Background: an optimization exercise with open tools, aiming at small area, a short achievable clock period and few clock cycles per item. Do not read the settings as production practice. Where RTL was checked, it was by simulation tests only, not by an equivalence proof against the original. Power is estimated from default activity; no workload was simulated.

alpha:
## frame_cipher
module frame_cipher (
    input  wire        clk,
    input  wire        rst,           
    input  wire        in_valid,
    output wire        in_ready,
    input  wire [63:0] in_raw,
    input  wire [3:0]  in_len,
    output reg         out_valid,
    output wire [1:0]  out_status,    
    output reg         out_bypass,
    output reg         out_marker_ok,
    output wire        out_sum_ok,
    output wire        out_accept,
    output reg  [63:0] out_d,
    output wire [7:0]  out_opcode,
    output wire [15:0] out_value,
    output wire [1:0]  out_kind
);
For scale: ~550 cells after synthesis, ~72 flip-flops, ~170 I/O pins, roughly 4600 µm² of cells after synthesis.
==> module frame_cipher, before the edit <==
module frame_cipher (
    input  wire        clk,
    input  wire        rst,           
    input  wire        in_valid,
    output wire        in_ready,
    input  wire [63:0] in_raw,
    input  wire [3:0]  in_len,
    output reg         out_valid,
    output wire [1:0]  out_status,    
    output reg         out_bypass,
    output reg         out_marker_ok,
    output wire        out_sum_ok,
    output wire        out_accept,
    output reg  [63:0] out_d,
    output wire [7:0]  out_opcode,
    output wire [15:0] out_value,
    output wire [1:0]  out_kind
);
    localparam [63:0] KEY    = 64'hC4C6C092_4023DC96;    
    localparam [63:0] SUBC   = 64'h844756D6_07939356;    
    localparam [7:0]  MARKER = 8'h0D;
    function [2:0] perm;
        input [2:0] j;
        case (j)
            3'd0: perm = 3'd2;
            3'd1: perm = 3'd4;
            3'd2: perm = 3'd0;
            3'd3: perm = 3'd7;
            3'd4: perm = 3'd1;
            3'd5: perm = 3'd6;
            3'd6: perm = 3'd5;
            default: perm = 3'd3;
        endcase
    endfunction
    function [7:0] lane;
        input [63:0] w;
        input [2:0]  i;
        lane = w[63 - 8*i -: 8];
    endfunction
    reg [63:0] t1;
    integer j;
    always @(*) begin
        for (j = 0; j < 8; j = j + 1)
            t1[63 - 8*j -: 8] = lane(in_raw, perm(j[2:0])) ^ lane(KEY, j[2:0]);
    end
    wire [63:0] t2 = {t1[2:0], t1[63:3]};
    reg [63:0] t3;
    integer i;
    always @(*) begin
        for (i = 0; i < 8; i = i + 1)
            t3[63 - 8*i -: 8] = lane(t2, i[2:0]) - lane(SUBC, i[2:0]);
    end
    wire        bypass = (lane(in_raw, 3'd4) == MARKER);
    wire [63:0] d      = bypass ? in_raw : t3;
    wire marker_ok = bypass | (lane(t2, 3'd4) == 8'h14);
    wire [7:0] sum_bits_plain, sum_bits_dec;
    frame_cipher_sum_test #(.K(8'h00)) sum_test_plain (
        .a(lane(in_raw, 3'd0)), .b(lane(in_raw, 3'd1)),
        .c(lane(in_raw, 3'd2)), .d(lane(in_raw, 3'd3)), .eq(sum_bits_plain));
    frame_cipher_sum_test #(.K(8'h4B)) sum_test_dec (
        .a(lane(t2, 3'd0)), .b(lane(t2, 3'd1)),
        .c(lane(t2, 3'd2)), .d(lane(t2, 3'd3)), .eq(sum_bits_dec));
    wire [7:0] sum_bits  = bypass ? sum_bits_plain : sum_bits_dec;
    wire [3:0] sum_pairs = sum_bits[7:4] & sum_bits[3:0];
    wire len_ok = (in_len == 4'd8);
    assign in_ready = 1'b1;
    always @(posedge clk) begin
        if (rst)
            out_valid <= 1'b0;
        else
            out_valid <= in_valid;
    end
    reg       len_ok_q;
    reg [3:0] sum_pairs_q;
    always @(posedge clk) begin
        len_ok_q      <= len_ok;
        out_bypass    <= bypass;
        out_marker_ok <= marker_ok;
        sum_pairs_q   <= sum_pairs;
        out_d         <= d;
    end
    assign out_sum_ok = &sum_pairs_q;
    assign out_accept = out_marker_ok & out_sum_ok;
    assign out_status = {~len_ok_q, len_ok_q & ~out_accept};
    assign out_opcode = out_d[63:56];
    assign out_value  = out_d[55:40];
    reg [1:0] kind;
    always @(*) begin
        case (out_opcode)
            8'h42:   kind = 2'd0;
            8'h50:   kind = 2'd1;
            8'h41:   kind = 2'd2;
            default: kind = 2'd3;
        endcase
    end
    assign out_kind = kind;
endmodule
export LEC_CHECK = 0
export CAP_MARGIN = 20
export CORE_MARGIN = 2
export CORE_UTILIZATION = 40
export SETUP_SLACK_MARGIN = 3.5
export SLEW_MARGIN = 20
export SYNTH_HIERARCHICAL = 1
export SYNTH_MINIMUM_KEEP_SIZE = 0
create_clock -name core_clock -period 6.0 [get_ports {clk}]
standard.sh (not shown) runs the stock make flow with config.mk's settings and CLKGATE_MAP_FILE= SYNTH_SCRIPT=/design/flow/synth_recipe.tcl, a recipe that flattens the netlist after the stock synthesis.
==> flow/flow/run.sh <==
#!/bin/bash
# The standard layout, with the port buffers made from a small buffer cell
# instead of the delay buffer buffer_ports picks by default, and a clock tree
# of larger sink clusters without dummy loads.
set -euo pipefail
bash standard.sh 'BUFFER_PORTS_ARGS=-buffer_cell sky130_fd_sc_hd__buf_1' \
  'CTS_ARGS=-sink_clustering_enable -repair_clock_nets -dont_use_dummy_load -sink_clustering_size 30' \
  finish > standard_flow.log 2>&1
Testbench counts of alpha, summed over its fixed seeds: cycles 12,008, items 12,000.
Here is what was changed in the inputs of beta compared with alpha.
--- a/flow/design.v
+++ b/flow/design.v
@@ -12,11 +12,11 @@
     output wire        out_sum_ok,
     output wire        out_accept,
     output reg  [63:0] out_d,
     output wire [7:0]  out_opcode,
     output wire [15:0] out_value,
-    output wire [1:0]  out_kind
+    output reg  [1:0]  out_kind
 );
     localparam [63:0] KEY    = 64'hC4C6C092_4023DC96;    
     localparam [63:0] SUBC   = 64'h844756D6_07939356;    
     localparam [7:0]  MARKER = 8'h0D;
     function [2:0] perm;
@@ -60,10 +60,22 @@
     frame_cipher_sum_test #(.K(8'h4B)) sum_test_dec (
         .a(lane(t2, 3'd0)), .b(lane(t2, 3'd1)),
         .c(lane(t2, 3'd2)), .d(lane(t2, 3'd3)), .eq(sum_bits_dec));
     wire [7:0] sum_bits  = bypass ? sum_bits_plain : sum_bits_dec;
     wire [3:0] sum_pairs = sum_bits[7:4] & sum_bits[3:0];
+    function [1:0] classify;
+        input [7:0] op;
+        input [7:0] offset;
+        begin
+            if (op == 8'h42 + offset)      classify = 2'd0;
+            else if (op == 8'h50 + offset) classify = 2'd1;
+            else if (op == 8'h41 + offset) classify = 2'd2;
+            else                           classify = 2'd3;
+        end
+    endfunction
+    wire [1:0] kind = bypass ? classify(lane(in_raw, 3'd0), 8'h00)
+                             : classify(lane(t2, 3'd0), lane(SUBC, 3'd0));
     wire len_ok = (in_len == 4'd8);
     assign in_ready = 1'b1;
     always @(posedge clk) begin
         if (rst)
             out_valid <= 1'b0;
@@ -76,26 +88,17 @@
         len_ok_q      <= len_ok;
         out_bypass    <= bypass;
         out_marker_ok <= marker_ok;
         sum_pairs_q   <= sum_pairs;
         out_d         <= d;
+        out_kind      <= kind;
     end
     assign out_sum_ok = &sum_pairs_q;
     assign out_accept = out_marker_ok & out_sum_ok;
     assign out_status = {~len_ok_q, len_ok_q & ~out_accept};
     assign out_opcode = out_d[63:56];
     assign out_value  = out_d[55:40];
-    reg [1:0] kind;
-    always @(*) begin
-        case (out_opcode)
-            8'h42:   kind = 2'd0;
-            8'h50:   kind = 2'd1;
-            8'h41:   kind = 2'd2;
-            default: kind = 2'd3;
-        endcase
-    end
-    assign out_kind = kind;
 endmodule
 module frame_cipher_sum_test #(
     parameter [7:0] K = 8'h00
 ) (
     input  wire [7:0] a,
[summary]
Relative to alpha, the synthesized cell count measured on beta has increased by a few percent.
Taking alpha as the reference, in beta minimum setup slack in the final design higher; worst endpoint data arrival time saw a decrease; time the final worst path needs with I/O delays and setup went down by 0.0047 ns; final sequential cell count moved up; wire length rose by 6.1%.
| power drawn by the combinational cells | lower: alpha |
The worst setup path endpoint comes out out_d[10]$_DFF_P_ in one run and sum_pairs_q[2]$_DFF_P_ in the other, namely in beta and alpha respectively.
Summary of beta over alpha: total routing usage reported by global routing increased by 0.47 points relative to the old numbers; smallest hold slack decreased by 0.0035 ns relative to the old numbers.
Only the layout flow was run in beta; the RTL was not checked for function there.

========
frame_cipher, a different RTL version from the one above (not shown whole).
Size: ~460 cells after synthesis, roughly 76 flip-flops.
==> module frame_cipher, before the edit <==
module frame_cipher (
    input  wire        clk,
    input  wire        rst,           
    input  wire        in_valid,
    output wire        in_ready,
    input  wire [63:0] in_raw,
    input  wire [3:0]  in_len,
    output reg         out_valid,
    output wire [1:0]  out_status,    
    output reg         out_bypass,
    output reg         out_marker_ok,
    output wire        out_sum_ok,
    output wire        out_accept,
    output reg  [63:0] out_d,
    output wire [7:0]  out_opcode,
    output wire [15:0] out_value,
    output wire [1:0]  out_kind
);
    localparam [63:0] KEY    = 64'hC4C6C092_4023DC96;    
    localparam [63:0] SUBC   = 64'h844756D6_07939356;    
    localparam [7:0]  MARKER = 8'h0D;
    function [2:0] perm;
        input [2:0] j;
        case (j)
            3'd0: perm = 3'd2;
            3'd1: perm = 3'd4;
            3'd2: perm = 3'd0;
            3'd3: perm = 3'd7;
            3'd4: perm = 3'd1;
            3'd5: perm = 3'd6;
            3'd6: perm = 3'd5;
            default: perm = 3'd3;
        endcase
    endfunction
    function [7:0] lane;
        input [63:0] w;
        input [2:0]  i;
        lane = w[63 - 8*i -: 8];
    endfunction
    reg [63:0] t1;
    integer j;
    always @(*) begin
        for (j = 0; j < 8; j = j + 1)
            t1[63 - 8*j -: 8] = lane(in_raw, perm(j[2:0])) ^ lane(KEY, j[2:0]);
    end
    wire [63:0] t2 = {t1[2:0], t1[63:3]};
    reg [63:0] t3;
    integer i;
    always @(*) begin
        for (i = 0; i < 8; i = i + 1)
            t3[63 - 8*i -: 8] = lane(t2, i[2:0]) - lane(SUBC, i[2:0]);
    end
    wire        bypass = (lane(in_raw, 3'd4) == MARKER);
    wire [63:0] d      = bypass ? in_raw : t3;
    wire marker_ok = bypass | (lane(t2, 3'd4) == 8'h14);
    function [7:0] sum_bits;
        input [7:0] a, b, c, d, k;
        reg   [7:0] s1, c1, x, y, m, cin;
        integer n;
        begin
            s1 = a ^ b ^ c;
            c1 = {(a[6:0] & b[6:0]) | (a[6:0] & c[6:0]) | (b[6:0] & c[6:0]), 1'b0};
            x  = s1 ^ c1 ^ ~d;
            y  = {(s1[6:0] & c1[6:0]) | (s1[6:0] & ~d[6:0]) | (c1[6:0] & ~d[6:0]), 1'b0};
            m  = k - 8'd1;
            cin[0] = 1'b0;
            for (n = 1; n < 8; n = n + 1)
                cin[n] = (x[n-1] ^ y[n-1]) ? ~m[n-1] : (x[n-1] & y[n-1]);
            sum_bits = ~(x ^ y ^ m ^ cin);
        end
    endfunction
    wire [7:0] sum_bits_plain = sum_bits(lane(in_raw, 3'd0), lane(in_raw, 3'd1),
                                         lane(in_raw, 3'd2), lane(in_raw, 3'd3), 8'h00);
    wire [7:0] sum_bits_dec   = sum_bits(lane(t2, 3'd0), lane(t2, 3'd1),
                                         lane(t2, 3'd2), lane(t2, 3'd3), 8'h4B);
    wire [3:0] sum_pairs_plain = sum_bits_plain[7:4] & sum_bits_plain[3:0];
    wire [3:0] sum_pairs_dec   = sum_bits_dec[7:4] & sum_bits_dec[3:0];
    wire len_ok = (in_len == 4'd8);
    assign in_ready = 1'b1;
    always @(posedge clk) begin
        if (rst)
            out_valid <= 1'b0;
        else
            out_valid <= in_valid;
    end
    reg       len_ok_q;
    reg [3:0] sum_plain_q, sum_dec_q;
    always @(posedge clk) begin
        len_ok_q      <= len_ok;
        out_bypass    <= bypass;
        out_marker_ok <= marker_ok;
        sum_plain_q   <= sum_pairs_plain;
        sum_dec_q     <= sum_pairs_dec;
        out_d         <= d;
    end
    assign out_sum_ok = out_bypass ? &sum_plain_q : &sum_dec_q;
    assign out_accept = out_marker_ok & out_sum_ok;
    assign out_status = {~len_ok_q, len_ok_q & ~out_accept};
    assign out_opcode = out_d[63:56];
    assign out_value  = out_d[55:40];
    reg [1:0] kind;
    always @(*) begin
        case (out_opcode)
            8'h42:   kind = 2'd0;
            8'h50:   kind = 2'd1;
            8'h41:   kind = 2'd2;
            default: kind = 2'd3;
        endcase
    end
    assign out_kind = kind;
endmodule
clock: 6.0 ns
lec_check: 0
cap_margin: 20
core_margin: 2
core_utilization: 40
setup_slack_margin: 3.4
slew_margin: 20
Scripts as last shown in full above: flow/flow/run.sh
Rerun with:
--- a/flow/design.v
+++ b/flow/design.v
@@ -71,31 +71,30 @@
     endfunction
     wire [7:0] sum_bits_plain = sum_bits(lane(in_raw, 3'd0), lane(in_raw, 3'd1),
                                          lane(in_raw, 3'd2), lane(in_raw, 3'd3), 8'h00);
     wire [7:0] sum_bits_dec   = sum_bits(lane(t2, 3'd0), lane(t2, 3'd1),
                                          lane(t2, 3'd2), lane(t2, 3'd3), 8'h4B);
-    wire [3:0] sum_pairs_plain = sum_bits_plain[7:4] & sum_bits_plain[3:0];
-    wire [3:0] sum_pairs_dec   = sum_bits_dec[7:4] & sum_bits_dec[3:0];
+    wire [7:0] sum_bits_sel   = bypass ? sum_bits_plain : sum_bits_dec;
+    wire [3:0] sum_pairs = sum_bits_sel[7:4] & sum_bits_sel[3:0];
     wire len_ok = (in_len == 4'd8);
     assign in_ready = 1'b1;
     always @(posedge clk) begin
         if (rst)
             out_valid <= 1'b0;
         else
             out_valid <= in_valid;
     end
     reg       len_ok_q;
-    reg [3:0] sum_plain_q, sum_dec_q;
+    reg [3:0] sum_pairs_q;
     always @(posedge clk) begin
         len_ok_q      <= len_ok;
         out_bypass    <= bypass;
         out_marker_ok <= marker_ok;
-        sum_plain_q   <= sum_pairs_plain;
-        sum_dec_q     <= sum_pairs_dec;
+        sum_pairs_q   <= sum_pairs;
         out_d         <= d;
     end
-    assign out_sum_ok = out_bypass ? &sum_plain_q : &sum_dec_q;
+    assign out_sum_ok = &sum_pairs_q;
     assign out_accept = out_marker_ok & out_sum_ok;
     assign out_status = {~len_ok_q, len_ok_q & ~out_accept};
     assign out_opcode = out_d[63:56];
     assign out_value  = out_d[55:40];
     reg [1:0] kind;
The changed run completed without violations.
Sequential share of layout area drops by 0.69 points.
Global-route usage came out higher by 0.25 points.
Total power shrinks by about 4%.
Via count shrinks by about 1.4%.
Setup slack loses 0.14 ns.
Synthesized area went down by about 1.8%.
Routed wire length drops by 4.7%.
Critical path depth is unchanged.
Design area came out lower by 3.0%.
Clock-buffer cell count does not change.
Function was not checked in any run of this note: the RTL went through the layout flow alone.

========
The RTL this note starts from:
==> flow/design.v <==
module frame_cipher (
    input  wire        clk,
    input  wire        rst,           
    input  wire        in_valid,
    output wire        in_ready,
    input  wire [63:0] in_raw,
    input  wire [3:0]  in_len,
    output reg         out_valid,
    output wire [1:0]  out_status,    
    output reg         out_bypass,
    output reg         out_marker_ok,
    output wire        out_sum_ok,
    output wire        out_accept,
    output reg  [63:0] out_d,
    output wire [7:0]  out_opcode,
    output wire [15:0] out_value,
    output wire [1:0]  out_kind
);
    localparam [63:0] KEY    = 64'hC4C6C092_4023DC96;    
    localparam [63:0] SUBC   = 64'h844756D6_07939356;    
    function [2:0] perm;
        input [2:0] j;
        case (j)
            3'd0: perm = 3'd2;
            3'd1: perm = 3'd4;
            3'd2: perm = 3'd0;
            3'd3: perm = 3'd7;
            3'd4: perm = 3'd1;
            3'd5: perm = 3'd6;
            3'd6: perm = 3'd5;
            default: perm = 3'd3;
        endcase
    endfunction
    function [7:0] lane;
        input [63:0] w;
        input [2:0]  i;
        lane = w[63 - 8*i -: 8];
    endfunction
    reg [63:0] t1;
    integer j;
    always @(*) begin
        for (j = 0; j < 8; j = j + 1)
            t1[63 - 8*j -: 8] = lane(in_raw, perm(j[2:0])) ^ lane(KEY, j[2:0]);
    end
    wire [63:0] t2 = {t1[2:0], t1[63:3]};
    reg [63:0] t3;
    integer i;
    always @(*) begin
        for (i = 0; i < 8; i = i + 1)
            t3[63 - 8*i -: 8] = lane(t2, i[2:0]) - lane(SUBC, i[2:0]);
    end
    wire        bypass;
    frame_cipher_is_marker u_is_marker (.v(lane(in_raw, 3'd4)), .y(bypass));
    wire [63:0] d      = bypass ? in_raw : t3;
    wire marker_ok = bypass | (lane(t2, 3'd4) == 8'h14);
    wire [7:0] sum_bits_plain, sum_bits_dec;
    frame_cipher_sum_test #(.K(8'h00)) sum_test_plain (
        .a(lane(in_raw, 3'd0)), .b(lane(in_raw, 3'd1)),
        .c(lane(in_raw, 3'd2)), .d(lane(in_raw, 3'd3)), .eq(sum_bits_plain));
    frame_cipher_sum_test #(.K(8'h4B)) sum_test_dec (
        .a(lane(t2, 3'd0)), .b(lane(t2, 3'd1)),
        .c(lane(t2, 3'd2)), .d(lane(t2, 3'd3)), .eq(sum_bits_dec));
    wire [7:0] sum_bits  = bypass ? sum_bits_plain : sum_bits_dec;
    wire [3:0] sum_pairs = sum_bits[7:4] & sum_bits[3:0];
    wire len_ok = (in_len == 4'd8);
    assign in_ready = 1'b1;
    always @(posedge clk) begin
        if (rst)
            out_valid <= 1'b0;
        else
            out_valid <= in_valid;
    end
    reg       len_ok_q;
    reg [3:0] sum_pairs_q;
    always @(posedge clk) begin
        len_ok_q      <= len_ok;
        out_bypass    <= bypass;
        out_marker_ok <= marker_ok;
        sum_pairs_q   <= sum_pairs;
        out_d         <= d;
    end
    assign out_sum_ok = &sum_pairs_q;
    assign out_accept = out_marker_ok & out_sum_ok;
    assign out_status = {~len_ok_q, len_ok_q & ~out_accept};
    assign out_opcode = out_d[63:56];
    assign out_value  = out_d[55:40];
    reg [1:0] kind;
    always @(*) begin
        case (out_opcode)
            8'h42:   kind = 2'd0;
            8'h50:   kind = 2'd1;
            8'h41:   kind = 2'd2;
            default: kind = 2'd3;
        endcase
    end
    assign out_kind = kind;
endmodule
module frame_cipher_sum_test #(
    parameter [7:0] K = 8'h00
) (
    input  wire [7:0] a,
    input  wire [7:0] b,
    input  wire [7:0] c,
    input  wire [7:0] d,
    output wire [7:0] eq
);
    localparam [7:0] M = K - 8'd1;
    wire [7:0] p, s1, ce, x, xy, cn;
    wire [7:0] c1, y;         
    genvar i;
    generate
        for (i = 0; i < 8; i = i + 1) begin : bit_
            frame_cipher_xor2 u_p  (.a(a[i]), .b(b[i]), .y(p[i]));
            frame_cipher_xor2 u_s1 (.a(p[i]), .b(c[i]), .y(s1[i]));
            if (i < 7) begin : carry_out
                frame_cipher_maj3 u_g (.a(a[i]), .b(b[i]), .c(c[i]), .y(c1[i+1]));
            end
            if (i == 0) begin : first
                frame_cipher_xnor2 u_x (.a(s1[0]), .b(d[0]), .y(x[0]));
                frame_cipher_and2n u_y (.a(s1[0]), .bn(d[0]), .y(y[1]));
                if (M[0]) begin : one
                    assign eq[0] = x[0];
                end else begin : zero
                    frame_cipher_xor2 u_eq (.a(s1[0]), .b(d[0]), .y(eq[0]));
                end
            end else begin : next
                frame_cipher_xnor2 u_ce (.a(c1[i]), .b(d[i]), .y(ce[i]));
                frame_cipher_xor2  u_x  (.a(s1[i]), .b(ce[i]), .y(x[i]));
                if (i < 7) begin : carry_out
                    frame_cipher_maj3n u_y (.a(s1[i]), .b(c1[i]), .cn(d[i]), .y(y[i+1]));
                end
                frame_cipher_xor2 u_xy (.a(x[i]), .b(y[i]), .y(xy[i]));
                if (i == 1) begin : second
                    if (M[0]) begin : no_carry
                        if (M[1]) begin : one
                            assign eq[1] = xy[1];
                        end else begin : zero
                            frame_cipher_xnor2 u_eq (.a(x[1]), .b(y[1]), .y(eq[1]));
                        end
                    end else begin : carry
                        if (M[1]) begin : one
                            frame_cipher_xor2 u_eq (.a(xy[1]), .b(x[0]), .y(eq[1]));
                        end else begin : zero
                            frame_cipher_xnor2 u_eq (.a(xy[1]), .b(x[0]), .y(eq[1]));
                        end
                    end
                end else begin : later
                    if (M[i-1]) begin : and_
                        frame_cipher_nand2 u_cn (.a(x[i-1]), .b(y[i-1]), .y(cn[i]));
                    end else begin : or_
                        frame_cipher_nor2 u_cn (.a(x[i-1]), .b(y[i-1]), .y(cn[i]));
                    end
                    if (M[i]) begin : one
                        frame_cipher_xnor2 u_eq (.a(xy[i]), .b(cn[i]), .y(eq[i]));
                    end else begin : zero
                        frame_cipher_xor2 u_eq (.a(xy[i]), .b(cn[i]), .y(eq[i]));
                    end
                end
            end
        end
    endgenerate
endmodule
module frame_cipher_is_marker (input wire [7:0] v, output wire y);
    wire hi0, hi1, lo0, lo1, n0, n1;
    frame_cipher_nor2  u_hi0 (.a(v[7]), .b(v[6]), .y(hi0));
    frame_cipher_nor2  u_hi1 (.a(v[5]), .b(v[4]), .y(hi1));
    frame_cipher_and2  u_lo0 (.a(v[3]), .b(v[2]), .y(lo0));
    frame_cipher_and2n u_lo1 (.a(v[0]), .bn(v[1]), .y(lo1));
    frame_cipher_nand2 u_n0  (.a(hi0), .b(hi1), .y(n0));
    frame_cipher_nand2 u_n1  (.a(lo0), .b(lo1), .y(n1));
    frame_cipher_nor2  u_y   (.a(n0), .b(n1), .y(y));
endmodule
module frame_cipher_nand2 (input wire a, input wire b, output wire y);
    assign y = ~(a & b);
endmodule
module frame_cipher_nor2 (input wire a, input wire b, output wire y);
    assign y = ~(a | b);
endmodule
module frame_cipher_and2n (input wire a, input wire bn, output wire y);
    assign y = a & ~bn;
endmodule
module frame_cipher_and2 (input wire a, input wire b, output wire y);
    assign y = a & b;
endmodule
module frame_cipher_xor2 (input wire a, input wire b, output wire y);
    assign y = a ^ b;
endmodule
module frame_cipher_xnor2 (input wire a, input wire b, output wire y);
    assign y = ~(a ^ b);
endmodule
module frame_cipher_maj3 (input wire a, input wire b, input wire c, output wire y);
    assign y = (a & b) | (a & c) | (b & c);
endmodule
module frame_cipher_maj3n (input wire a, input wire b, input wire cn, output wire y);
    assign y = (a & b) | ((a | b) & ~cn);
endmodule
Settings: LEC_CHECK=0, CAP_MARGIN=20, CORE_MARGIN=2, CORE_UTILIZATION=40, SETUP_SLACK_MARGIN=3.5, SLEW_MARGIN=20, SYNTH_HIERARCHICAL=1, SYNTH_MINIMUM_KEEP_SIZE=0; clock period 6.0 ns.
==> flow/flow/run.sh <==
#!/bin/bash
# The standard layout, with the port buffers made from a small buffer cell
# instead of the delay buffer buffer_ports picks by default, and a clock tree
# of larger sink clusters without dummy loads.
set -euo pipefail
bash standard.sh 'BUFFER_PORTS_ARGS=-buffer_cell sky130_fd_sc_hd__buf_1' \
  'CTS_ARGS=-sink_clustering_enable -repair_clock_nets -dont_use_dummy_load -sink_clustering_size 30 -buf_list sky130_fd_sc_hd__clkbuf_8' \
  finish > standard_flow.log 2>&1
Then changed:
--- a/flow/design.v
+++ b/flow/design.v
@@ -12,11 +12,11 @@
     output wire        out_sum_ok,
     output wire        out_accept,
     output reg  [63:0] out_d,
     output wire [7:0]  out_opcode,
     output wire [15:0] out_value,
-    output wire [1:0]  out_kind
+    output reg  [1:0]  out_kind
 );
     localparam [63:0] KEY    = 64'hC4C6C092_4023DC96;    
     localparam [63:0] SUBC   = 64'h844756D6_07939356;    
     function [2:0] perm;
         input [2:0] j;
@@ -47,23 +47,44 @@
     integer i;
     always @(*) begin
         for (i = 0; i < 8; i = i + 1)
             t3[63 - 8*i -: 8] = lane(t2, i[2:0]) - lane(SUBC, i[2:0]);
     end
-    wire        bypass;
-    frame_cipher_is_marker u_is_marker (.v(lane(in_raw, 3'd4)), .y(bypass));
-    wire [63:0] d      = bypass ? in_raw : t3;
-    wire marker_ok = bypass | (lane(t2, 3'd4) == 8'h14);
+    wire [3:0] bypass_copy;
+    genvar q;
+    generate
+        for (q = 0; q < 4; q = q + 1) begin : mode_
+            frame_cipher_is_marker u_is_marker (.v(lane(in_raw, 3'd4)), .y(bypass_copy[q]));
+        end
+    endgenerate
+    wire [63:0] d;
+    assign d[63:48] = bypass_copy[0] ? in_raw[63:48] : t3[63:48];
+    assign d[47:32] = bypass_copy[1] ? in_raw[47:32] : t3[47:32];
+    assign d[31:16] = bypass_copy[2] ? in_raw[31:16] : t3[31:16];
+    assign d[15:0]  = bypass_copy[3] ? in_raw[15:0]  : t3[15:0];
+    wire marker_ok = bypass_copy[1] | (lane(t2, 3'd4) == 8'h14);
     wire [7:0] sum_bits_plain, sum_bits_dec;
     frame_cipher_sum_test #(.K(8'h00)) sum_test_plain (
         .a(lane(in_raw, 3'd0)), .b(lane(in_raw, 3'd1)),
         .c(lane(in_raw, 3'd2)), .d(lane(in_raw, 3'd3)), .eq(sum_bits_plain));
     frame_cipher_sum_test #(.K(8'h4B)) sum_test_dec (
         .a(lane(t2, 3'd0)), .b(lane(t2, 3'd1)),
         .c(lane(t2, 3'd2)), .d(lane(t2, 3'd3)), .eq(sum_bits_dec));
-    wire [7:0] sum_bits  = bypass ? sum_bits_plain : sum_bits_dec;
+    wire [7:0] sum_bits  = bypass_copy[2] ? sum_bits_plain : sum_bits_dec;
     wire [3:0] sum_pairs = sum_bits[7:4] & sum_bits[3:0];
+    function [1:0] classify;
+        input [7:0] op;
+        input [7:0] offset;
+        begin
+            if (op == 8'h42 + offset)      classify = 2'd0;
+            else if (op == 8'h50 + offset) classify = 2'd1;
+            else if (op == 8'h41 + offset) classify = 2'd2;
+            else                           classify = 2'd3;
+        end
+    endfunction
+    wire [1:0] kind = bypass_copy[0] ? classify(lane(in_raw, 3'd0), 8'h00)
+                                     : classify(lane(t2, 3'd0), lane(SUBC, 3'd0));
     wire len_ok = (in_len == 4'd8);
     assign in_ready = 1'b1;
     always @(posedge clk) begin
         if (rst)
             out_valid <= 1'b0;
@@ -72,30 +93,21 @@
     end
     reg       len_ok_q;
     reg [3:0] sum_pairs_q;
     always @(posedge clk) begin
         len_ok_q      <= len_ok;
-        out_bypass    <= bypass;
+        out_bypass    <= bypass_copy[3];
         out_marker_ok <= marker_ok;
         sum_pairs_q   <= sum_pairs;
         out_d         <= d;
+        out_kind      <= kind;
     end
     assign out_sum_ok = &sum_pairs_q;
     assign out_accept = out_marker_ok & out_sum_ok;
     assign out_status = {~len_ok_q, len_ok_q & ~out_accept};
     assign out_opcode = out_d[63:56];
     assign out_value  = out_d[55:40];
-    reg [1:0] kind;
-    always @(*) begin
-        case (out_opcode)
-            8'h42:   kind = 2'd0;
-            8'h50:   kind = 2'd1;
-            8'h41:   kind = 2'd2;
-            default: kind = 2'd3;
-        endcase
-    end
-    assign out_kind = kind;
 endmodule
 module frame_cipher_sum_test #(
     parameter [7:0] K = 8'h00
 ) (
     input  wire [7:0] a,
Routed wire length went up by 11%; clock power barely changes; worst hold slack is better by 14 ps; flip-flop and latch count goes up by 2; core utilization increases by 0.75 points; sequential share of layout area shrinks by 1.0 points.
No functional check of the RTL was part of any run of this note.

separate check: timing with driven ports:
The flow's constraints put no driver on any port. The routed layouts listed below were extracted and timed again, unchanged, in two steps. Step 1 (the two cells are an assumption about what drives the block):
set clk [get_ports {clk}]
set_driving_cell -lib_cell sky130_fd_sc_hd__clkbuf_16 $clk
set_driving_cell -lib_cell sky130_fd_sc_hd__buf_2 [delete_from_list [all_inputs] $clk]
Step 2 also shifts input and output timing later by t, the mid clock arrival at the registers, as if the neighbouring blocks saw the same clock. Slacks: ideal / step 1 / step 2; pairs: ideal / step 1.
run | shift t [ns] | setup WS [ns] | worst setup path after step 2 | worst register clock-pin slew, ns
alpha | 0.368 | 3.509 / 3.508 / 3.140 | input to register | 0.06 / 0.06
beta | 0.365 | 3.514 / 3.531 / 3.166 | input to register | 0.06 / 0.06
the first run of note 2 | 0.360 | 3.143 / 3.106 / 2.746 | input to register | 0.08 / 0.08
the second run of note 2 | 0.366 | 3.008 / 2.993 / 2.627 | input to register | 0.08 / 0.08
the first run of note 3 | 0.382 | 3.511 / 3.512 / 3.130 | input to register | 0.09 / 0.09
the second run of note 3 | 0.376 | 3.513 / 3.524 / 3.148 | input to register | 0.08 / 0.08
After both steps setup and hold are still met in every run listed. For the first run of note 2, which loses most, drivers alone change the setup slack by -0.037 ns; drivers and shift together by -0.397 ns.
